Background: an optimization exercise with open tools, aiming at small area, a short achievable clock period and few clock cycles per item. Do not read the settings as production practice. The RTL was checked by simulation tests, not by an equivalence proof against the original design. No activity file was given, so power comes from the tool's default toggle rates.

$ cat flow/config.mk
export PLATFORM = sky130hd
export DESIGN_NAME = lora_tx_encoder
export DESIGN_NICKNAME = lora_tx_encoder
export VERILOG_FILES = /design/flow/design.v
export SDC_FILE = /design/flow/constraint.sdc
export NUM_CORES = 4
export LEC_CHECK = 0
export CAP_MARGIN = 20
export CORE_MARGIN = 2
export CORE_UTILIZATION = 40
export SLEW_MARGIN = 20
$ cat flow/constraint.sdc
create_clock -name core_clock -period 14.0 [get_ports {clk}]
set_input_delay 2.8000 -clock core_clock [delete_from_list [all_inputs] [get_ports {clk}]]
set_output_delay 2.8000 -clock core_clock [all_outputs]
set_load 0.01 [all_outputs]
$ cat flow/design.v
module lora_tx_encoder (
    input  wire        clk,
    input  wire        rst,           
    input  wire        start,
    input  wire [3:0]  cfg_sf,        
    input  wire [3:0]  cfg_ppm,       
    input  wire [2:0]  cfg_rdd,       
    input  wire        cfg_explicit,  
    input  wire        nib_valid,
    output wire        nib_ready,
    input  wire [3:0]  nib_data,
    output wire        sym_valid,
    input  wire        sym_ready,
    output wire [15:0] sym_data
);
    localparam [63:0] MASK_N0 = {8'b00001011, 8'b00001101, 8'b00000111, 8'b00001110, 8'b00000001, 8'b00000010, 8'b00000100, 8'b00001000};
    localparam [63:0] MASK_N4 = {8'b10110000, 8'b11010000, 8'b01110000, 8'b11100000, 8'b00010000, 8'b00100000, 8'b01000000, 8'b10000000};
    localparam [63:0] MASK_10 = {8'b00000001, 8'b00000001, 8'b00000001, 8'b00001111, 8'b00000001, 8'b00000010, 8'b00000100, 8'b00001000};
    localparam [63:0] MASK_14 = {8'b00010000, 8'b00010000, 8'b00010000, 8'b11110000, 8'b00010000, 8'b00100000, 8'b01000000, 8'b10000000};
    localparam [7:0]  R_N     = 8'b11111111;
    localparam [55:0] R_1     = {8'b01000011, 8'b10000111, 8'b00001111, 8'b00011111, 8'b00111111, 8'b01111111, 8'b11111111};
    reg  [2:0]  sh;                   
    reg  [3:0]  ppm;
    reg  [2:0]  bw1;                  
    reg         rdd1;                 
    reg         expl;
    reg  [11:0] bp [0:7];             
    reg  [3:0]  j;                    
    reg         b_hdr;                
    reg         b_hdr_out;            
    reg         b_full;
    reg         nr;                   
    reg  [7:0]  r;
    reg         widx;
    reg         ws1;                  
    reg  [11:0] ap [0:7];             
    reg  [2:0]  k;                    
    reg         a_full;
    wire [63:0] mask = widx ? (ws1 ? MASK_10 : MASK_N0) : (ws1 ? MASK_14 : MASK_N4);
    reg  [7:0]  skey;
    integer l;
    always @* begin
        for (l = 0; l < 8; l = l + 1)
            skey[l] = ^(r & mask[8*l +: 8]);
    end
    wire [3:0] d   = nib_data;
    wire       plain = b_hdr && expl && (j < 4'd6);
    wire [7:0] key = skey & {8{!plain}};
    wire       b4  = d[0] ^ d[1] ^ d[2] ^ (d[3] & !b_hdr & rdd1);
    wire [7:0] cw  = {d[0] ^ d[2] ^ d[3], d[0] ^ d[1] ^ d[3], d[1] ^ d[2] ^ d[3], b4, d} ^ key;
    wire       accept = nib_valid && nr;
    wire       b_last = (j == ppm);
    assign nib_ready = nr;
    wire [3:0] nskip  = ppm - (expl ? 4'd5 : 4'd0);
    wire       reseed = accept && b_last && b_hdr && rdd1;
    wire       a_last = (k == 3'd0);
    wire       sel_b  = !a_full || a_last;      
    wire       a_en   = a_full ? sym_ready : b_full;
    wire       xfer   = b_full && (!a_full || (a_last && sym_ready));
    wire [3:0] wsel = 4'd12 - ppm;              
    reg [11:0] anext [0:6];
    integer p;
    always @* begin
        for (p = 0; p < 7; p = p + 1)
            anext[p] = sel_b ? bp[p] : {ap[p+1][wsel], ap[p+1][11:1]};
    end
    reg [11:0] g;
    integer q;
    always @* begin
        g[11] = anext[0][11];
        for (q = 10; q >= 0; q = q - 1)
            g[q] = g[q+1] ^ anext[0][q];
        for (q = 0; q < 12; q = q + 1)
            if (q < wsel) g[q] = 1'b0;
    end
    wire [11:0] sym_n = g >> sh;
    assign sym_valid = a_full;
    assign sym_data  = {4'd0, ap[0]};
    wire       a_full_n = xfer || (a_full && !(a_last && sym_ready));
    wire       b_full_n = (accept && b_last) || (b_full && !xfer);
    wire [3:0] ppm_in   = (cfg_ppm == 4'd0) ? cfg_sf : cfg_ppm;
    integer i;
    always @(posedge clk) begin
        if (accept)
            for (i = 0; i < 8; i = i + 1)
                bp[i] <= {cw[i], bp[i][11:1]};
        if (a_en) begin
            ap[0] <= sym_n;
            for (i = 1; i < 7; i = i + 1)
                ap[i] <= anext[i];
            ap[7] <= bp[7];
            k <= sel_b ? (b_hdr_out ? 3'd7 : bw1) : k - 3'd1;
        end
        if (rst) begin
            a_full <= 1'b0;
            b_full <= 1'b0;
            nr     <= 1'b0;
        end else if (start) begin
            sh     <= 3'd4 - cfg_sf[2:0];       
            ppm    <= ppm_in;
            bw1    <= 3'd3 + cfg_rdd;
            rdd1   <= (cfg_rdd == 3'd1);
            expl   <= cfg_explicit;
            a_full <= 1'b0;
            b_full <= 1'b0;
            nr     <= 1'b1;
            b_hdr  <= 1'b1;
            b_hdr_out <= 1'b1;
            j      <= 4'd1;
            r      <= R_N;
            widx   <= 1'b0;
            ws1    <= 1'b0;
        end else begin
            a_full <= a_full_n;
            b_full <= b_full_n;
            nr     <= !b_full_n || !a_full_n;
            if (xfer)
                b_hdr_out <= 1'b0;
            if (reseed) begin
                r    <= R_1[8*nskip[3:1] +: 8];
                widx <= nskip[0];
                ws1  <= 1'b1;
            end else if (accept && !plain) begin
                if (widx)
                    r <= {r[4] ^ r[3] ^ r[2] ^ r[0], r[7:1]};
                widx <= ~widx;
            end
            if (accept) begin
                if (b_last) begin
                    j     <= 4'd1;
                    b_hdr <= 1'b0;
                end else begin
                    j <= j + 4'd1;
                end
            end
        end
    end
endmodule
$ cat flow/flow/run.sh
#!/bin/bash
# Standard layout, with repair_timing asked to leave extra setup slack so that
# the achieved period (clock period less setup slack) comes out short.
set -euo pipefail
bash standard.sh SETUP_SLACK_MARGIN=10 CORE_UTILIZATION=60 ABC_AREA=1 'BUFFER_PORTS_ARGS=-buffer_cell sky130_fd_sc_hd__buf_2' CTS_CLUSTER_SIZE=24 CTS_CLUSTER_DIAMETER=120 finish > make.log 2>&1
$ cat flow/standard.sh
#!/bin/bash
# synth_recipe.tcl (not shown) runs the flow's synth.tcl, then flattens the netlist and writes it again
# the make line also repeats each setting of config.mk as NAME=value (left out here)
make -C /OpenROAD-flow-scripts/flow DESIGN_CONFIG=/design/flow/config.mk WORK_HOME=/design/flow/orfs CLKGATE_MAP_FILE= SYNTH_SCRIPT=/design/flow/synth_recipe.tcl "${@:-finish}"
==> flow_summary.ini, run 1 <==
[clocking]
tritoncts = yes
htreeDepth = 1
path_clk_slew_ns = 0.10
clockBufferDepth = 3
hold_buffers = 0
clock_sinks = 226
cts_buffers = 13
clkLatencyLatePin_ns = 0.47
cts_root_buf = clkbuf_16

[global_routing]
grtUsageTotal = 0.2263
grt_pass1_vias = 6544
overflow = 0
grt_pass1_wl_um = 32780
antenna_found_initial = 0
grt_max_degree = 105

[setup_path]
critPathTopFamily = flip-flops
cp.required_ns = 11.20
slowest_delay_ns = 0.43
critPathKind = reg2out
path_cells = buf_2
cp-end-kind = output pin
path_buf_inv = 1
arrival_ns = 1.08
crit_start = nr$_SDFF_PP0_
critPathSlowestCell = dfxtp_1
worstSetupStartpointType = register
cp_max_fo = 2
reg2reg_from = ppm[0]$_DFFE_PP_

[sta]
min_period_ns = 3.877
slew_violations = 0
slew_headroom = 0.3021
fin_ws_ns = 10.12
finalSetupViolations = 0
holdWs_ns = 0.4433
finalHoldViolCount = 0
fin_skew_ns = 0.01678
max_freq_mhz = 258.0
rsz0062_at_grt = no
finalCritPeriodShare = 0.2769
tns_ns = 0
worst_slew_pin_slew_ns = 1.043

[detailed_routing]
drc = 0
routedWlPerCell_um = 16.87
via_per_inst = 5.470
vias = 6914
dr_wl_met3_um = 1035
firstDrtPassIters = 5
met1_length_um = 9699
top_layer = met4
dr_wl_met2_um = 10240
drtAntennaViolNets = 0
first_iter_violations = 653
drt-total-wl_um = 21320

[floorplan]
die_x_um = 136.2
die-area_sq_um = 18550
rows = 48
start_util = 0.6106
io_pins = 39
coreArea_sq_um = 17180
die_h_um = 136.2

[synthesis]
synth_cell_types = 40
yosysSeqAreaShare = 0.6442
ys_warn_count = 4
ys_seq_elements = 226
synth_compound_area_frac = 0.08565
yosysTopAreaCell = edfxtp_1
yosys.area_share.simple = 0.1738
synth_adder_area_share = 0.01312
synth_ff_type = edfxtp_1
synth_xor_xnor_area_share = 0.03257
synth_common_cells = 270 x nand2_1, 223 x edfxtp_1, 105 x o21ai_0
synthesis.area_sq_um = 10490
synth.avg_cell_area_sq_um = 10.37
synth.top_cell.area_share = 0.6384
netlist_instances = 1011
async_flop_share = 0
synth.most_common_cell = nand2_1
synth-edff-count = 223
muxShareOfSynthArea = 0.0009543
ys_top_cells_by_area = edfxtp_1 64%, nand2_1 9.7%, o21ai_0 5.0%, nor2_1 2.9%, inv_1 2.8%
synth_top_family_by_area = simple AND/OR/NAND/NOR gates

[layout]
num_antenna_cells = 0
fin_cells = 1264
final_net_count = 1068
layout-drive-gt1-share = 0.1126
fill_cells = 1377
area_growth_pct = 9.889

[power_and_ir_drop]
leakage_nw = 4.530
vdd_ir_drop_max_mv = 0.1037
power_density_nw_per_um2 = 113.4

[placed_design]
hpwl_um = 12530
dp_cells = 1234
post-place-ws_ns = 9.145
gp_congestion = 0.8625
port_buffers = 34

[job]
drv_cap = 0

[worst_hold_path]
hp-class = reg2reg
worstHoldStart = bp[6][2]$_DFFE_PP_

[outcome]
status = no timing/DRC/antenna violations
registers in the layout, indices dropped and copies added (netlist names), 3 cells and up:
name,flops
bp,96
r,8
k,3
ap,96
sh,3
j,4
bw1,3
ppm,4
final cells by class:
cell class / instances / area, sq um / area share
timing repair buffer: 51 / 471.7 / 0.04092
clock buffer: 16 / 336.6 / 0.02920
clock inverter: 2 / 25.02 / 0.002171
inverter: 85 / 344.1 / 0.02985
tap: 225 / 281.5 / 0.02442
timing repair inverter: 1 / 5.005 / 0.0004342
multi-input combinational: 658 / 3306 / 0.2868
sequential: 226 / 6756 / 0.5862
final timing paths:
check / to / slack [ns] / cells past startpoint
min reg2reg: bp[6][1]$_DFFE_PP_ / 0.44 / 0
max: nib_ready / 10.12 / 1
min: bp[6][1]$_DFFE_PP_ / 0.44 / 0
max reg2reg: ap[0][1]$_DFFE_PP_ / 10.37 / 28
cell usage in the layout, fill, tap and decap left out, types with 4 or more instances in the layout:
| cell type | n |
|---|---|
| a21oi_1 | 32 |
| a31oi_1 | 6 |
| buf_12 | 6 |
| buf_2 | 34 |
| buf_4 | 5 |
| clkbuf_16 | 17 |
| conb_1 | 4 |
| edfxtp_1 | 223 |
| ha_1 | 10 |
| inv_1 | 76 |
| inv_2 | 5 |
| nand2_1 | 269 |
| nand2_2 | 10 |
| nand3_1 | 41 |
| nand3_2 | 8 |
| nor2_1 | 79 |
| nor3_1 | 6 |
| o21ai_0 | 104 |
| o22ai_1 | 10 |
| or2_2 | 12 |
| xnor2_1 | 18 |
| xor2_1 | 21 |
metal layers:
metal  GRT usage  up-vias
met5           0        -
met2      0.3688      157
li1            -     3471
met3     0.02013       30
met1      0.3337     3256
met4     0.05382        0
cell families after synthesis:
| logic type | count (synthesis) |
|---|---|
| mux | 1 |
| flops | 226 |
| fa+ha+maj | 11 |
| xor+xnor | 39 |
| buf+inv | 130 |
| compound gates | 168 |
| other cells | 1 |
| simple gates | 435 |
metrics by stage:
stage          power (mW)  instance area, sq um  utilization
2_1_floorplan      0.8861                 10550            -
3_3_place_gp       0.9184                 10860       0.6321
3_5_place_dp       0.9205                 10860       0.6321
4_1_cts             1.304                 11310       0.6584
5_1_grt             1.353                 11530       0.6710
6_report            1.307                 11530       0.6710
power by group:
| part | total [mW] | switching (mW) | internal [mW] |
|---|---|---|---|
| sequential | 0.778 | 0.0124 | 0.766 |
| combinational | 0.140 | 0.0895 | 0.0508 |
| clock | 0.389 | 0.213 | 0.175 |
repair_timing:
action	CTS	global route
setup buffers	0	5
cloned	2	4
pin swaps	0	2
gates resized for setup	14	16
endpoints found under the setup margin	162	155
hold endpoints to repair	0	0
Testbench counts, summed over its fixed seeds: cycles 7,627, symbols 5,535.
==> run 2: changes to the inputs <==
==> flow/flow/run.sh (replaced) <==
#!/bin/bash
# Standard layout, with repair_timing asked to leave extra setup slack so that
# the achieved period (clock period less setup slack) comes out short.
set -euo pipefail
bash standard.sh SETUP_SLACK_MARGIN=10.2 CORE_UTILIZATION=60 ABC_AREA=1 'BUFFER_PORTS_ARGS=-buffer_cell sky130_fd_sc_hd__buf_2' 'CTS_ARGS=-repair_clock_nets' finish > make.log 2>&1
==> run 2 against run 1 <==
Net effect: first-iteration DRC count down 1.5%; wire length up 6.6%; utilization up 6.3 points; hold slack worse by 0.024 ns; combinational power up 4%; largest cell class unchanged; power up 41%; flip-flop and latch count unchanged; critical path type unchanged; register-to-register slack better by 0.07 ns; largest power group is now clock.
==> flow_summary.ini, run 2 <==
[layout]
layout-drive-gt1-share = 0.1583
layout_common_cells = 267 x nand2_1, 223 x edfxtp_1, 104 x o21ai_0
fill_cells = 1244
num_antenna_cells = 0
stdcell_area_sq_um = 12620
post-route-util = 0.7345
multi_input_area_sq_um = 3343
fin_cells = 1318
final_net_count = 1112
final_common_cell = nand2_1
seq_area_sq_um = 6761
area_growth_pct = 20.28
reg.largest.list = ap (96), bp (96), r (8)

[clocking]
clkLatencyLatePin_ns = 0.54
tritoncts = yes
htreeDepth = 5
clockBufferDepth = 3
cts_buffers = 49
path_clk_slew_ns = 0.05
cts_root_buf = clkbuf_16
clock_sinks = 226

[synthesis]
synth_cell_types = 40
synthesis.area_sq_um = 10490
synth.avg_cell_area_sq_um = 10.37
synth-edff-count = 223
netlist_instances = 1011
synth.most_common_cell = nand2_1
synth.top_cell.area_share = 0.6384
yosysSeqAreaShare = 0.6442
async_flop_share = 0
synth_ff_type = edfxtp_1
ys_top_cells_by_area = edfxtp_1 64%, nand2_1 9.7%, o21ai_0 5.0%, nor2_1 2.9%, inv_1 2.8%
ys_seq_elements = 226
synth_common_cells = 270 x nand2_1, 223 x edfxtp_1, 105 x o21ai_0
ys_warn_count = 4
yosysTopAreaCell = edfxtp_1

[power_and_ir_drop]
leakage_nw = 5.061
p_int_mw = 1.439
pwr-share-comb = 0.079
total_power_mw = 1.839
p_switching_mw = 0.3998
vdd_ir_drop_max_mv = 0.1077
sw_frac_of_total = 0.2174
seq_power_share = 0.425
clkPwrFrac = 0.496
power_density_nw_per_um2 = 145.8

[global_routing]
grt_max_degree = 105
grt_pass1_wl_um = 34930
grtUsageTotal = 0.2483
overflow = 0
antenna_found_initial = 0
grt_pass1_vias = 6882

[setup_path]
path_buf_inv = 1
path_cells = buf_2
cp_max_fo = 1
cp-end-kind = output pin
critPathSlowestCell = edfxtp_1
arrival_ns = 1.04
worstSetupStartpointType = register
critPathKind = reg2out
slowest_delay_ns = 0.36
critPathTopFamily = flip-flops
cp.required_ns = 11.20

[detailed_routing]
drtAntennaViolNets = 0
routedWlPerCell_um = 17.24
drc = 0
vias = 7335
first_iter_violations = 643
via_per_inst = 5.565
drt-total-wl_um = 22730
firstDrtPassIters = 6

[outcome]
status = no timing/DRC/antenna violations

[sta]
fin_ws_ns = 10.16
finalSetupViolations = 0
holdWs_ns = 0.4189
finalCritPeriodShare = 0.2740
slew_headroom = 0.3439
fin_skew_ns = 0.01763
finalHoldViolCount = 0
min_period_ns = 3.836
rsz0062_at_grt = yes
tns_ns = 0
worst_slew_pin_slew_ns = 0.9805
slew_violations = 0
max_freq_mhz = 260.7

[placed_design]
hpwl_um = 12360
dpl-instance-area_sq_um = 10870
port_buffers = 34
gp_congestion = 0.8841
post-place-ws_ns = 8.995
dp_cells = 1235

[floorplan]
coreArea_sq_um = 17180
die_h_um = 136.2
io_pins = 39
die_x_um = 136.2
rows = 48
die-area_sq_um = 18550
start_util = 0.6106

[job]
drv_cap = 0

[worst_hold_path]
hp-class = reg2reg
==> run 2: worst paths after layout <==
path / endpoint / slack, ns / startpoint / depth (start not counted)
worst max-delay path: sym_data[7] / 10.16 / ap[0][7]$_DFFE_PP_ / 1
worst min-delay path: ap[7][0]$_DFFE_PP_ / 0.42 / bp[7][0]$_DFFE_PP_ / 0
worst max register to register: ap[0][0]$_DFFE_PP_ / 10.44 / k[0]$_DFFE_PP_ / 26
worst min register to register: ap[7][0]$_DFFE_PP_ / 0.42 / bp[7][0]$_DFFE_PP_ / 0
==> run 2: power groups by stage <==
stage,clock network [mW],registers (mW),logic (mW)
2_1_floorplan,0,0.789,0.0973
3_3_place_gp,0,0.793,0.125
3_5_place_dp,0,0.793,0.127
4_1_cts,0.922,0.781,0.140
5_1_grt,0.955,0.783,0.164
6_report,0.911,0.781,0.146
==> run 2: per-layer routing <==
layer	wire (um)	share of wire	global-route usage
met3	996	0.044	0.04400
met2	10860	0.48	0.3791
met5	0	0	0
met1	10470	0.46	0.3620
met4	393	0.017	0.08854
==> run 2: what timing repair did <==
item	4_1_cts	5_1_grt
setup endpoints to repair	174	49
pin swaps	1	4
hold buffers	0	0
cloned	5	3
gates resized for setup	29	17
buffers inserted	4	7
==> run 2: layout make-up <==
cell class / count / share of cell area
repair inverters: 2 / 0.0009918
clock buffers: 55 / 0.09898
inverters: 85 / 0.02827
repair buffers: 58 / 0.04542
multi-input cells: 658 / 0.2650
clock inverters: 9 / 0.003074
well taps: 225 / 0.02231
flip-flops and latches: 226 / 0.5360
==> run 2: worst register-to-register path: stages (launching register included) <==
cell	delay, ns
edfxtp_1	0.34
inv_1	0.06
ha_1	0.23
a21oi_4	0.17
buf_12	0.18
inv_2	0.11
buf_16	0.20
o21ai_2	0.22
inv_1	0.07
nand3_1	0.12
nand3_2	0.13
nand2_2	0.11
nand2_2	0.07
nand2_2	0.08
nand2_2	0.07
nand3_1	0.10
nand3b_2	0.12
nand2_2	0.13
nand2_1	0.07
nand3_2	0.10
nand3_1	0.13
nand4_1	0.14
nand2_1	0.08
nand3_1	0.08
nand2_1	0.07
inv_2	0.06
a21oi_2	0.05
==> run 2: cell families (layout without fill, tap and decap cells) <==
logic type,after synthesis,after routing,share of synthesized area
adders and majority gates,11,11,0.01312
AOI/OAI and AO/OA,168,168,0.08565
and+or+nand+nor,435,435,0.1738
other,1,4,0.0003575
buffers and inverters,130,209,0.04939
DFF,226,226,0.6442
muxes,1,1,0.0009544
xor gates and xnor gates,39,39,0.03257
==> run 3: changes to the inputs <==
==> flow/flow/run.sh (replaced) <==
#!/bin/bash
# Standard layout, with repair_timing asked to leave extra setup slack so that
# the achieved period (clock period less setup slack) comes out short.
set -euo pipefail
bash standard.sh SETUP_SLACK_MARGIN=10.2 CORE_UTILIZATION=60 ABC_AREA=1 'BUFFER_PORTS_ARGS=-buffer_cell sky130_fd_sc_hd__buf_2' 'CTS_ARGS=-repair_clock_nets -sink_clustering_enable -sink_clustering_size 30 -sink_clustering_max_diameter 60 -dont_use_dummy_load' finish > make.log 2>&1
==> run 3 against run 2 <==
Net effect: combinational power is essentially flat; global-route usage fell by 2.1 points; synthesized cell count is the same; critical path depth unchanged; hold slack improved by 0.0029 ns; clock power down 55%; via count fell by 3.9%; highest routed layer unchanged; count of clock-buffer cells in the layout is 39 lower; still clean on timing, DRC and antenna; maximum frequency grew 1.8%; flip-flop and latch count is the same; die area unchanged; cell count is 3.7% lower.
==> flow_summary.ini, run 3 <==
[outcome]
status = no timing/DRC/antenna violations

[clocking]
clkLatencyLatePin_ns = 0.51
hold_buffers = 0
tritoncts = yes
htreeDepth = 1
path_clk_slew_ns = 0.11
clock_sinks = 226
cts_root_buf = clkbuf_16
cts_buffers = 16
clockBufferDepth = 3

[detailed_routing]
drc = 0
firstDrtPassIters = 5
first_iter_violations = 518
via_per_inst = 5.556
drtAntennaViolNets = 0
vias = 7051
drt-total-wl_um = 21790
routedWlPerCell_um = 17.17

[layout]
fin_cells = 1269
layout_common_cells = 267 x nand2_1, 223 x edfxtp_1, 104 x o21ai_0
reg.largest.list = ap (96), bp (96), r (8)
final_net_count = 1078
area_growth_pct = 12.10
final_common_cell = nand2_1
multi_input_area_sq_um = 3369
num_antenna_cells = 0
seq_area_sq_um = 6760
fill_cells = 1356
layout-drive-gt1-share = 0.1312

[global_routing]
grtUsageTotal = 0.2273
use_met2 = 0.3554
gr-max-usage-layer = met2
met1_usage = 0.3505
grt_pass1_vias = 6368
antenna_found_initial = 0
grt_pass1_wl_um = 32820
use_met3 = 0.02461
overflow = 0
grt_max_degree = 105

[synthesis]
netlist_instances = 1011
synth_top_family_by_area = simple AND/OR/NAND/NOR gates
synth_cell_types = 40
synth.avg_cell_area_sq_um = 10.37
synth_ff_type = edfxtp_1
synth.top_cell.area_share = 0.6384
yosysSeqAreaShare = 0.6442
synth_xor_xnor_area_share = 0.03257
ys_warn_count = 4
synth_compound_area_frac = 0.08565
synth_common_cells = 270 x nand2_1, 223 x edfxtp_1, 105 x o21ai_0
yosys.area_share.simple = 0.1738
synth-edff-count = 223
ys_top_cells_by_area = edfxtp_1 64%, nand2_1 9.7%, o21ai_0 5.0%, nor2_1 2.9%, inv_1 2.8%
async_flop_share = 0
yosysTopAreaCell = edfxtp_1
ys_seq_elements = 226
synth.most_common_cell = nand2_1
synth_adder_area_share = 0.01312
synthesis.area_sq_um = 10490
muxShareOfSynthArea = 0.0009543

[setup_path]
path_buf_inv = 1
path_cells = buf_2
arrival_ns = 0.97
slowest_delay_ns = 0.37
worstSetupStartpointType = register
critPathSlowestCell = dfxtp_4
critPathKind = reg2out
cp.required_ns = 11.20
cp_max_fo = 2
critPathTopFamily = flip-flops
cp-end-kind = output pin

[floorplan]
start_util = 0.6106
die_x_um = 136.2
die_h_um = 136.2
rows = 48
die-area_sq_um = 18550
io_pins = 39
coreArea_sq_um = 17180

[worst_hold_path]
hp-class = reg2reg

[sta]
min_period_ns = 3.770
worst_slew_pin_slew_ns = 0.9427
finalSetupViolations = 0
finalHoldViolCount = 0
max_freq_mhz = 265.3
tns_ns = 0
finalCritPeriodShare = 0.2693
fin_skew_ns = 0.05604
slew_headroom = 0.3692
rsz0062_at_grt = yes
slew_violations = 0

[power_and_ir_drop]
leakage_nw = 4.632
vdd_ir_drop_max_mv = 0.09558
total_power_mw = 1.334
power_density_nw_per_um2 = 113.5

[placed_design]
gp_congestion = 0.8841
port_buffers = 34
dp_cells = 1235
hpwl_um = 12360

[job]
drv_cap = 0
[run 3: cell counts after synthesis]
Identical to the previous run, type by type.
[run 3: final timing paths]
kind	start	cells past startpoint	slack [ns]	endpoint
max	nr$_SDFF_PP0_	1	10.23	nib_ready
min	bp[2][8]$_DFFE_PP_	0	0.42	bp[2][7]$_DFFE_PP_
max reg2reg	ppm[0]$_DFFE_PP_	29	10.42	ap[0][1]$_DFFE_PP_
min reg2reg	bp[2][8]$_DFFE_PP_	0	0.42	bp[2][7]$_DFFE_PP_
[run 3: kinds of logic (layout without fill, tap and decap cells)]
| family | count (synthesis) | after routing |
|---|---|---|
| AO/OA/AOI/OAI | 168 | 168 |
| XOR/XNOR | 39 | 39 |
| adder cells (fa/ha/maj) | 11 | 11 |
| buffers and inverters | 130 | 160 |
| flip-flops | 226 | 226 |
| multiplexers | 1 | 1 |
| other | 1 | 4 |
| AND/OR/NAND/NOR | 435 | 435 |
[run 3: final cells by class]
class,count,area share
clock buffers,16,0.03405
repair inverters,2,0.001064
well taps,225,0.02394
inverters,85,0.03033
multi-input cells,658,0.2866
repair buffers,57,0.04906
flip-flops and latches,226,0.5750
[run 3: timing repair]
action,CTS,global route
endpoints found under the setup margin,208,72
resized for setup,28,21
setup buffers,3,6
gates cloned,4,5
pin swaps,2,3
[run 3: worst reg2reg max path, delay by kind of cell, from the launching register on]
family	cells	cell delay (ns)
buffers and inverters	3	0.40
DFF	1	0.41
AOI/OAI and AO/OA	1	0.07
and+or+nand+nor	24	2.08
adders and majority gates	1	0.34
[run 3: per-stage QoR]
stage	util	instance area (sq um)	setup slack, ns	hold WS (ns)
2_1_floorplan	-	10550	8.954	0.4003
3_3_place_gp	0.6326	10870	9.080	0.4029
3_5_place_dp	0.6326	10870	8.995	0.4054
4_1_cts	0.6698	11500	10.14	0.4230
5_1_grt	0.6845	11760	10.14	0.4232
6_report	0.6845	11760	10.23	0.4218
[run 3: power by group]
part	internal [mW]	total (mW)	switching (mW)	leakage [nW]
Clock	0.203	0.411	0.208	0.197
Sequential	0.766	0.779	0.0124	2.07
Combinational	0.0538	0.144	0.0906	2.36
Total	1.02	1.33	0.311	4.63
[run 3: per-layer routing]
| metal | wire (um) | vias to the layer above |
|---|---|---|
| met5 | 0 | - |
| met4 | 401 | 0 |
| met2 | 10040 | 198 |
| met3 | 1252 | 26 |
| met1 | 10090 | 3343 |
| li1 | - | 3484 |
==> run 4: changes to the inputs <==
==> flow/flow/run.sh (replaced) <==
#!/bin/bash
# Standard layout, with repair_timing asked to leave extra setup slack so that
# the achieved period (clock period less setup slack) comes out short.
set -euo pipefail
bash standard.sh SETUP_SLACK_MARGIN=10.2 CORE_UTILIZATION=60 ABC_AREA=1 'BUFFER_PORTS_ARGS=-buffer_cell sky130_fd_sc_hd__buf_2' CTS_BUF_LIST=sky130_fd_sc_hd__clkbuf_8 CTS_CLUSTER_SIZE=14 CTS_CLUSTER_DIAMETER=60 finish > make.log 2>&1
==> run 4 against run 3 <==
Net effect: count of clock-buffer cells in the layout rose by 4; utilization fell by 0.52 points; wire length fell by 0.17%; non-clock buffer count did not move; global-route usage rose by 0.082 points; combinational power barely moved; sequential share of layout area rose by 0.45 points; largest cell class unchanged.
==> flow_summary.ini, run 4 <==
[outcome]
status = no timing/DRC/antenna violations

[synthesis]
async_flop_share = 0
synth.avg_cell_area_sq_um = 10.37
synth.top_cell.area_share = 0.6384
yosysTopAreaCell = edfxtp_1
ys_warn_count = 4
ys_top_cells_by_area = edfxtp_1 64%, nand2_1 9.7%, o21ai_0 5.0%, nor2_1 2.9%, inv_1 2.8%
synth_ff_type = edfxtp_1
synth_common_cells = 270 x nand2_1, 223 x edfxtp_1, 105 x o21ai_0
ys_seq_elements = 226
synth-edff-count = 223
synth.most_common_cell = nand2_1
synth_cell_types = 40
yosysSeqAreaShare = 0.6442
netlist_instances = 1011
synthesis.area_sq_um = 10490

[global_routing]
grt_pass1_vias = 6441
grtUsageTotal = 0.2281
antenna_found_initial = 0
grt_pass1_wl_um = 32960
grt_max_degree = 105
use_met2 = 0.3559
met1_usage = 0.3408
overflow = 0
gr-max-usage-layer = met2
use_met3 = 0.03281

[placed_design]
gp_congestion = 0.8841
dpl-instance-area_sq_um = 10870
hpwl_um = 12360
port_buffers = 34

[sta]
finalCritPeriodShare = 0.2750
rsz0062_at_grt = yes
tns_ns = 0
finalSetupViolations = 0
max_freq_mhz = 259.7
min_period_ns = 3.850
slew_headroom = 0.3486
finalHoldViolCount = 0
fin_skew_ns = 0.03580
worst_slew_pin_slew_ns = 0.9735
slew_violations = 0
holdWs_ns = 0.4250

[clocking]
tritoncts = yes
clkLatencyLatePin_ns = 0.55
htreeDepth = 1
path_clk_slew_ns = 0.10
cts_buffers = 20
cts_root_buf = clkbuf_8
clock_sinks = 226
hold_buffers = 0
clockBufferDepth = 3

[setup_path]
reg2reg_from = ppm[0]$_DFFE_PP_
path_cells = buf_2
crit_start = ap[0][0]$_DFFE_PP_
worstSetupStartpointType = register
critPathTopFamily = flip-flops
critPathSlowestCell = edfxtp_1
arrival_ns = 1.05
critPathKind = reg2out
cp_max_fo = 1
cp.required_ns = 11.20
cp-end-kind = output pin
path_buf_inv = 1
slowest_delay_ns = 0.37

[layout]
post-route-util = 0.6793
area_growth_pct = 11.24
layout_common_cells = 267 x nand2_1, 223 x edfxtp_1, 104 x o21ai_0
num_antenna_cells = 0
final_net_count = 1082
fill_cells = 1377
reg.largest.list = ap (96), bp (96), r (8)
final_common_cell = nand2_1
stdcell_area_sq_um = 11670
layout-drive-gt1-share = 0.1326

[power_and_ir_drop]
power_density_nw_per_um2 = 110.4
vdd_ir_drop_max_mv = 0.09386
total_power_mw = 1.288
leakage_nw = 4.607

[detailed_routing]
vias = 7060
firstDrtPassIters = 5
drc = 0
via_per_inst = 5.511
drt-total-wl_um = 21750
drtAntennaViolNets = 0
first_iter_violations = 549
routedWlPerCell_um = 16.98

[worst_hold_path]
hp-class = reg2reg
worstHoldStart = bp[7][0]$_DFFE_PP_

[floorplan]
die_x_um = 136.2
die-area_sq_um = 18550
rows = 48
start_util = 0.6106
coreArea_sq_um = 17180
die_h_um = 136.2
io_pins = 39

[job]
drv_cap = 0
run 4: layout make-up:
class | count | area (sq um) | share of cell area
Inverter | 85 | 356.6 | 0.03056
Clock inverter | 8 | 72.57 | 0.006220
Tap cell | 225 | 281.5 | 0.02413
Timing Repair inverter | 2 | 12.51 | 0.001072
Clock buffer | 20 | 275.3 | 0.02359
Multi-Input combinational cell | 658 | 3343 | 0.2865
Timing Repair Buffer | 57 | 564.3 | 0.04836
Sequential cell | 226 | 6761 | 0.5795
run 4: per-stage QoR:
stage,instances,setup WS [ns]
global route,1281,10.08
CTS,1271,10.12
floorplan,1014,8.954
global placement,1235,9.080
detailed placement,1235,8.995
finish,1281,10.15
run 4: what timing repair did:
| action | 4_1_cts | 5_1_grt |
|---|---|---|
| buffers inserted | 4 | 5 |
| pin swaps | 1 | 3 |
| setup endpoints to repair | 137 | 50 |
| gates resized for setup | 30 | 16 |
| gates cloned | 4 | 4 |
run 4: metal layers:
metal,part of all wire,wire length [um]
met1,0.46,10060
met4,0.016,354
met3,0.055,1195
met2,0.47,10140
met5,0,0
run 4: worst paths after layout:
check                            end  cells past startpoint  slack [ns]
setup / recovery         sym_data[0]                      1       10.15
hold / removal    ap[7][0]$_DFFE_PP_                      0        0.42
setup reg to reg  ap[0][0]$_DFFE_PP_                     29       10.46
hold reg to reg   ap[7][0]$_DFFE_PP_                      0        0.42
run 4: report_power, final:
part | internal (mW) | switching (mW) | leakage (nW) | total [mW]
clock network | 0.152 | 0.215 | 0.192 | 0.367
logic | 0.0527 | 0.0909 | 2.34 | 0.144
registers | 0.766 | 0.0121 | 2.07 | 0.778
run 4: cells by family (layout without fill, tap and decap cells):
group                    Yosys count  after routing  synth area share
other                              1              4         0.0003575
AND/OR/NAND/NOR                  435            435            0.1738
AO/OA/AOI/OAI                    168            168           0.08565
XOR/XNOR                          39             39           0.03257
flip-flops                       226            226            0.6442
buffers and inverters            130            172           0.04939
multiplexers                       1              1         0.0009544
adder cells (fa/ha/maj)           11             11           0.01312
==> run 5: changes to the inputs <==
==> flow/flow/run.sh (replaced) <==
#!/bin/bash
# Standard layout, with repair_timing asked to leave extra setup slack so that
# the achieved period (clock period less setup slack) comes out short.
set -euo pipefail
bash standard.sh SETUP_SLACK_MARGIN=10 ABC_AREA=1 'BUFFER_PORTS_ARGS=-buffer_cell sky130_fd_sc_hd__buf_2' CTS_CLUSTER_SIZE=24 CTS_CLUSTER_DIAMETER=120 finish > make.log 2>&1
==> run 5 against run 4 <==
Net effect: clock power rose by 5%; sequential share of layout area barely moved; clock skew fell by 0.015 ns; die area up 48%; still clean; critical path type unchanged; non-clock buffer count is 4 lower; hold slack improved by 0.011 ns; register-to-register slack lost 0.15 ns.
==> flow_summary.ini, run 5 <==
[sta]
max_freq_mhz = 254.7
tns_ns = 0
finalCritPeriodShare = 0.2804
min_period_ns = 3.926
slew_violations = 0
slew_headroom = 0.3051
fin_skew_ns = 0.02043
rsz0062_at_grt = yes
holdWs_ns = 0.4356
finalSetupViolations = 0
worst_slew_pin_slew_ns = 1.039
finalHoldViolCount = 0

[layout]
num_antenna_cells = 0
final_net_count = 1069
layout_common_cells = 269 x nand2_1, 223 x edfxtp_1, 105 x o21ai_0
area_growth_pct = 11.11
reg.largest.list = ap (96), bp (96), r (8)
layout-drive-gt1-share = 0.1183
stdcell_area_sq_um = 11650
fill_cells = 2413
final_common_cell = nand2_1
fin_cells = 1375

[detailed_routing]
routedWlPerCell_um = 15.25
first_iter_violations = 613
firstDrtPassIters = 5
via_per_inst = 4.975
drc = 0
drtAntennaViolNets = 0
drt-total-wl_um = 20970
vias = 6840

[global_routing]
antenna_found_initial = 0
overflow = 0
grt_max_degree = 91
grt_pass1_wl_um = 33340
grt_pass1_vias = 6616
grtUsageTotal = 0.1474

[power_and_ir_drop]
leakage_nw = 4.524
total_power_mw = 1.306
vdd_ir_drop_max_mv = 0.05773
power_density_nw_per_um2 = 112.1

[floorplan]
start_util = 0.4048
die_h_um = 165.9
die_x_um = 165.9
die-area_sq_um = 27530
rows = 59
io_pins = 39
coreArea_sq_um = 25910

[clocking]
htreeDepth = 1
clock_sinks = 226
tritoncts = yes
cts_buffers = 13
cts_root_buf = clkbuf_16
clockBufferDepth = 3
clkLatencyLatePin_ns = 0.48
path_clk_slew_ns = 0.10

[synthesis]
yosysTopAreaCell = edfxtp_1
synth_ff_type = edfxtp_1
synth_cell_types = 40
synth.top_cell.area_share = 0.6384
synth_common_cells = 270 x nand2_1, 223 x edfxtp_1, 105 x o21ai_0
synth.most_common_cell = nand2_1
synth-edff-count = 223
async_flop_share = 0
ys_warn_count = 4
ys_top_cells_by_area = edfxtp_1 64%, nand2_1 9.7%, o21ai_0 5.0%, nor2_1 2.9%, inv_1 2.8%
synth.avg_cell_area_sq_um = 10.37
netlist_instances = 1011
yosysSeqAreaShare = 0.6442
ys_seq_elements = 226
synthesis.area_sq_um = 10490

[setup_path]
path_cells = buf_2
cp_max_fo = 2
arrival_ns = 1.13
cp.required_ns = 11.20
reg2reg_slack_ns = 10.31
critPathSlowestCell = dfxtp_1
worstSetupStartpointType = register
cp-end-kind = output pin
path_buf_inv = 1
critPathTopFamily = flip-flops
critPathKind = reg2out
slowest_delay_ns = 0.46

[job]
drv_cap = 0

[outcome]
status = no timing/DRC/antenna violations

[placed_design]
gp_congestion = 0.8107
dpl-instance-area_sq_um = 11010
dp_cells = 1346
port_buffers = 34
hpwl_um = 12660

[worst_hold_path]
hp-class = reg2reg
## run 5: cell families after synthesis
group	synth area share
and+or+nand+nor	0.1738
muxes	0.0009544
xor gates and xnor gates	0.03257
adders and majority gates	0.01312
AOI/OAI and AO/OA	0.08565
buffers and inverters	0.04939
other	0.0003575
DFF	0.6442
## run 5: path summary, 6_finish.rpt
check / start / end / depth (start not counted)
hold reg to reg: bp[4][10]$_DFFE_PP_ / bp[4][9]$_DFFE_PP_ / 0
setup reg to reg: ppm[0]$_DFFE_PP_ / ap[0][0]$_DFFE_PP_ / 30
setup / recovery: nr$_SDFF_PP0_ / nib_ready / 1
hold / removal: bp[4][10]$_DFFE_PP_ / bp[4][9]$_DFFE_PP_ / 0
## run 5: cell type report
class	instances	area [sq um]	share of cell area
repair buffers	53	439.2	0.03769
multi-input cells	658	3323	0.2852
clock buffers	15	332.8	0.02856
inverters	85	356.6	0.03060
well taps	335	419.2	0.03597
clock inverters	3	26.28	0.002255
flip-flops and latches	226	6756	0.5798
## run 5: metrics by stage
step / setup WS (ns) / utilization
after detailed placement: 9.236 / 0.4249
after global placement: 9.266 / 0.4249
after CTS: 9.971 / 0.4414
after global routing: 9.972 / 0.4498
final: 10.07 / 0.4498
after floorplan: 8.954 / -
## run 5: repair_timing
action / 4_1_cts / 5_1_grt
endpoints found under the setup margin: 123 / 69
cloned: 0 / 3
hold buffers: 0 / 0
setup buffers: 1 / 7
pin swaps: 1 / 0
gates resized for setup: 13 / 21
## run 5: routing by layer
| metal | vias to the layer above | part of all wire | GRT usage |
|---|---|---|---|
| met5 | - | 0 | 0 |
| met4 | 0 | 0.015 | 0.02987 |
| met3 | 24 | 0.050 | 0.01787 |
| met2 | 134 | 0.46 | 0.2479 |
| met1 | 3216 | 0.47 | 0.2077 |
| li1 | 3466 | - | - |
## run 5: report_power, final
group	total, mW	switching, mW	internal, mW
logic	0.142	0.0909	0.0513
clock network	0.386	0.213	0.174
registers	0.778	0.0120	0.766
==> run 6: changes to the inputs <==
==> flow/flow/run.sh (replaced) <==
#!/bin/bash
# Standard layout, with repair_timing asked to leave extra setup slack so that
# the achieved period (clock period less setup slack) comes out short.
set -euo pipefail
bash standard.sh SETUP_SLACK_MARGIN=10.2 CORE_UTILIZATION=60 ABC_AREA=1 'BUFFER_PORTS_ARGS=-buffer_cell sky130_fd_sc_hd__buf_2' CTS_CLUSTER_SIZE=24 CTS_CLUSTER_DIAMETER=120 finish > make.log 2>&1
==> run 6 against run 5 <==
Net effect: wire length increased by 3.8%; global-route usage grew 8.2 points; count of clock-buffer cells in the layout increased by 1; area after synthesis unchanged; still clean on timing, DRC and antenna; sequential power about the same; clock power is essentially flat; sequential share of layout area is 0.12 points lower; register-to-register slack better by 0.10 ns; first-iteration DRC count down 2.0%.
==> flow_summary.ini, run 6 <==
[outcome]
status = no timing/DRC/antenna violations

[layout]
final_common_cell = nand2_1
reg.largest.list = ap (96), bp (96), r (8)
layout_common_cells = 267 x nand2_1, 223 x edfxtp_1, 104 x o21ai_0
num_antenna_cells = 0
layout-drive-gt1-share = 0.1282
area_growth_pct = 11.39
final_net_count = 1074
fill_cells = 1370

[synthesis]
synth_ff_type = edfxtp_1
synth.avg_cell_area_sq_um = 10.37
synth.top_cell.area_share = 0.6384
synthesis.area_sq_um = 10490
netlist_instances = 1011
ys_top_cells_by_area = edfxtp_1 64%, nand2_1 9.7%, o21ai_0 5.0%, nor2_1 2.9%, inv_1 2.8%
yosysSeqAreaShare = 0.6442
async_flop_share = 0
ys_seq_elements = 226
synth-edff-count = 223
synth.most_common_cell = nand2_1
synth_common_cells = 270 x nand2_1, 223 x edfxtp_1, 105 x o21ai_0
synth_cell_types = 40
yosysTopAreaCell = edfxtp_1
ys_warn_count = 4

[clocking]
cts_root_buf = clkbuf_16
hold_buffers = 0
clkLatencyLatePin_ns = 0.48
cts_buffers = 13
htreeDepth = 1
tritoncts = yes
path_clk_slew_ns = 0.10
clockBufferDepth = 3
clock_sinks = 226

[setup_path]
slowest_delay_ns = 0.38
cp-end-kind = output pin
path_cells = buf_2
path_buf_inv = 1
cp.required_ns = 11.20
worstSetupStartpointType = register
critPathKind = reg2out
cp_max_fo = 1
arrival_ns = 1.01
critPathSlowestCell = edfxtp_1
critPathTopFamily = flip-flops

[power_and_ir_drop]
clkPwrFrac = 0.296
p_switching_mw = 0.3170
total_power_mw = 1.312
p_int_mw = 0.9948
seq_power_share = 0.593
leakage_nw = 4.593
sw_frac_of_total = 0.2416
pwr-share-comb = 0.110
power_density_nw_per_um2 = 112.3
vdd_ir_drop_max_mv = 0.1084

[sta]
max_freq_mhz = 262.6
finalCritPeriodShare = 0.2720
rsz0062_at_grt = yes
min_period_ns = 3.808
tns_ns = 0
fin_skew_ns = 0.01926
slew_headroom = 0.3301
finalHoldViolCount = 0
worst_slew_pin_slew_ns = 1.001
slew_violations = 0
finalSetupViolations = 0

[detailed_routing]
drt-total-wl_um = 21760
routedWlPerCell_um = 17.13
vias = 7075
via_per_inst = 5.571
firstDrtPassIters = 5
drtAntennaViolNets = 0
first_iter_violations = 601
drc = 0

[floorplan]
die-area_sq_um = 18550
start_util = 0.6106
coreArea_sq_um = 17180
io_pins = 39
rows = 48
die_h_um = 136.2
die_x_um = 136.2

[placed_design]
gp_congestion = 0.8841
hpwl_um = 12360
port_buffers = 34

[global_routing]
overflow = 0
grt_pass1_wl_um = 33070
grt_max_degree = 105
grtUsageTotal = 0.2295
antenna_found_initial = 0
grt_pass1_vias = 6383

[job]
drv_cap = 0

[worst_hold_path]
hp-class = reg2reg
==> run 6: cell type report <==
| class | count | area (sq um) | share of cell area |
|---|---|---|---|
| Clock buffer | 16 | 336.6 | 0.02881 |
| Tap cell | 225 | 281.5 | 0.02410 |
| Clock inverter | 2 | 25.02 | 0.002142 |
| Timing Repair inverter | 2 | 12.51 | 0.001071 |
| Multi-Input combinational cell | 658 | 3359 | 0.2875 |
| Inverter | 85 | 356.6 | 0.03052 |
| Sequential cell | 226 | 6760 | 0.5786 |
| Timing Repair Buffer | 56 | 551.8 | 0.04723 |
==> run 6: worst paths after layout <==
path / start / slack (ns) / endpoint / depth (start not counted)
setup / recovery: ap[0][7]$_DFFE_PP_ / 10.19 / sym_data[7] / 1
hold / removal: bp[7][0]$_DFFE_PP_ / 0.42 / ap[7][0]$_DFFE_PP_ / 0
setup reg to reg: ppm[0]$_DFFE_PP_ / 10.41 / ap[0][0]$_DFFE_PP_ / 30
hold reg to reg: bp[7][0]$_DFFE_PP_ / 0.42 / ap[7][0]$_DFFE_PP_ / 0
==> run 6: power by group through the flow <==
stage | registers [mW] | logic [mW] | clock network [mW]
detailed placement | 0.793 | 0.127 | 0
global placement | 0.793 | 0.125 | 0
CTS | 0.778 | 0.139 | 0.396
floorplan | 0.789 | 0.0973 | 0
finish | 0.778 | 0.145 | 0.389
global route | 0.781 | 0.162 | 0.414
==> run 6: kinds of logic (layout without fill, tap and decap cells) <==
kind of cell             after synthesis  after routing  share of synthesized area
AND/OR/NAND/NOR                      435            435                     0.1738
flip-flops                           226            226                     0.6442
AO/OA/AOI/OAI                        168            168                    0.08565
buffers and inverters                130            161                    0.04939
XOR/XNOR                              39             39                    0.03257
adder cells (fa/ha/maj)               11             11                    0.01312
other                                  1              4                  0.0003575
multiplexers                           1              1                  0.0009544
==> run 6: timing repair <==
action,in CTS,in global routing
gates cloned,4,4
resized for setup,29,18
pin swaps,1,4
setup endpoints to repair,230,83
hold endpoints to repair,0,0
buffers inserted,4,5
==> run 6: layer usage <==
metal / track usage / share of wire / wire length [um] / vias up
met4: 0.04861 / 0.015 / 321 / 0
li1: - / - / - / 3489
met2: 0.3618 / 0.48 / 10340 / 161
met1: 0.3505 / 0.47 / 10140 / 3405
met3: 0.02349 / 0.044 / 956 / 20
met5: 0 / 0 / 0 / -
==> run 6: through the flow <==
step                      hold WS [ns]    util  area (sq um)  setup slack (ns)  instances
after floorplan                 0.4003       -         10550             8.954       1014
after global placement          0.4029  0.6326         10870             9.080       1235
after detailed placement        0.4054  0.6326         10870             8.995       1235
after CTS                       0.4236  0.6681         11480             10.12       1261
after global routing            0.4254  0.6802         11680             10.13       1270
final                           0.4243  0.6802         11680             10.19       1270

static timing again, ports no longer ideal:
How much do the figures lean on ideal ports? The routed layouts below were timed once more, with nothing changed but the port constraints.
Step 1 sets driving cells, clkbuf_16 on the clock port and buf_2 on the other inputs (assumed; they add their load-dependent delay and slew).
Step 2, shift: input delay + t, output delay - t, t = (earliest + latest rising clock arrival at the registers) / 2. This alone moves slack from input paths to output paths.
a / b / c = ideal ports / drivers / drivers and shift; a / b = the first two.
run	t (ns)	slack for setup (ns)	clock arrival spread, ns	worst register clock-pin slew, ns	worst data-port slew with drivers (ns)
run 1	0.512	10.123 / 10.078 / 9.653	0.020 / 0.020	0.11 / 0.11	0.03
run 2	0.575	10.164 / 10.124 / 9.713	0.019 / 0.019	0.06 / 0.06	0.03
run 3	0.520	10.231 / 10.188 / 9.758	0.057 / 0.057	0.11 / 0.11	0.04
run 4	0.576	10.150 / 10.110 / 9.721	0.037 / 0.037	0.10 / 0.10	0.04
run 5	0.523	10.074 / 10.026 / 9.589	0.022 / 0.022	0.10 / 0.10	0.03
run 6	0.516	10.192 / 10.147 / 9.772	0.021 / 0.021	0.10 / 0.10	0.04
After both steps every run listed still meets setup and hold. The setup slack of run 5, which loses most, moves by -0.048 ns with the drivers and by -0.485 ns with both steps.
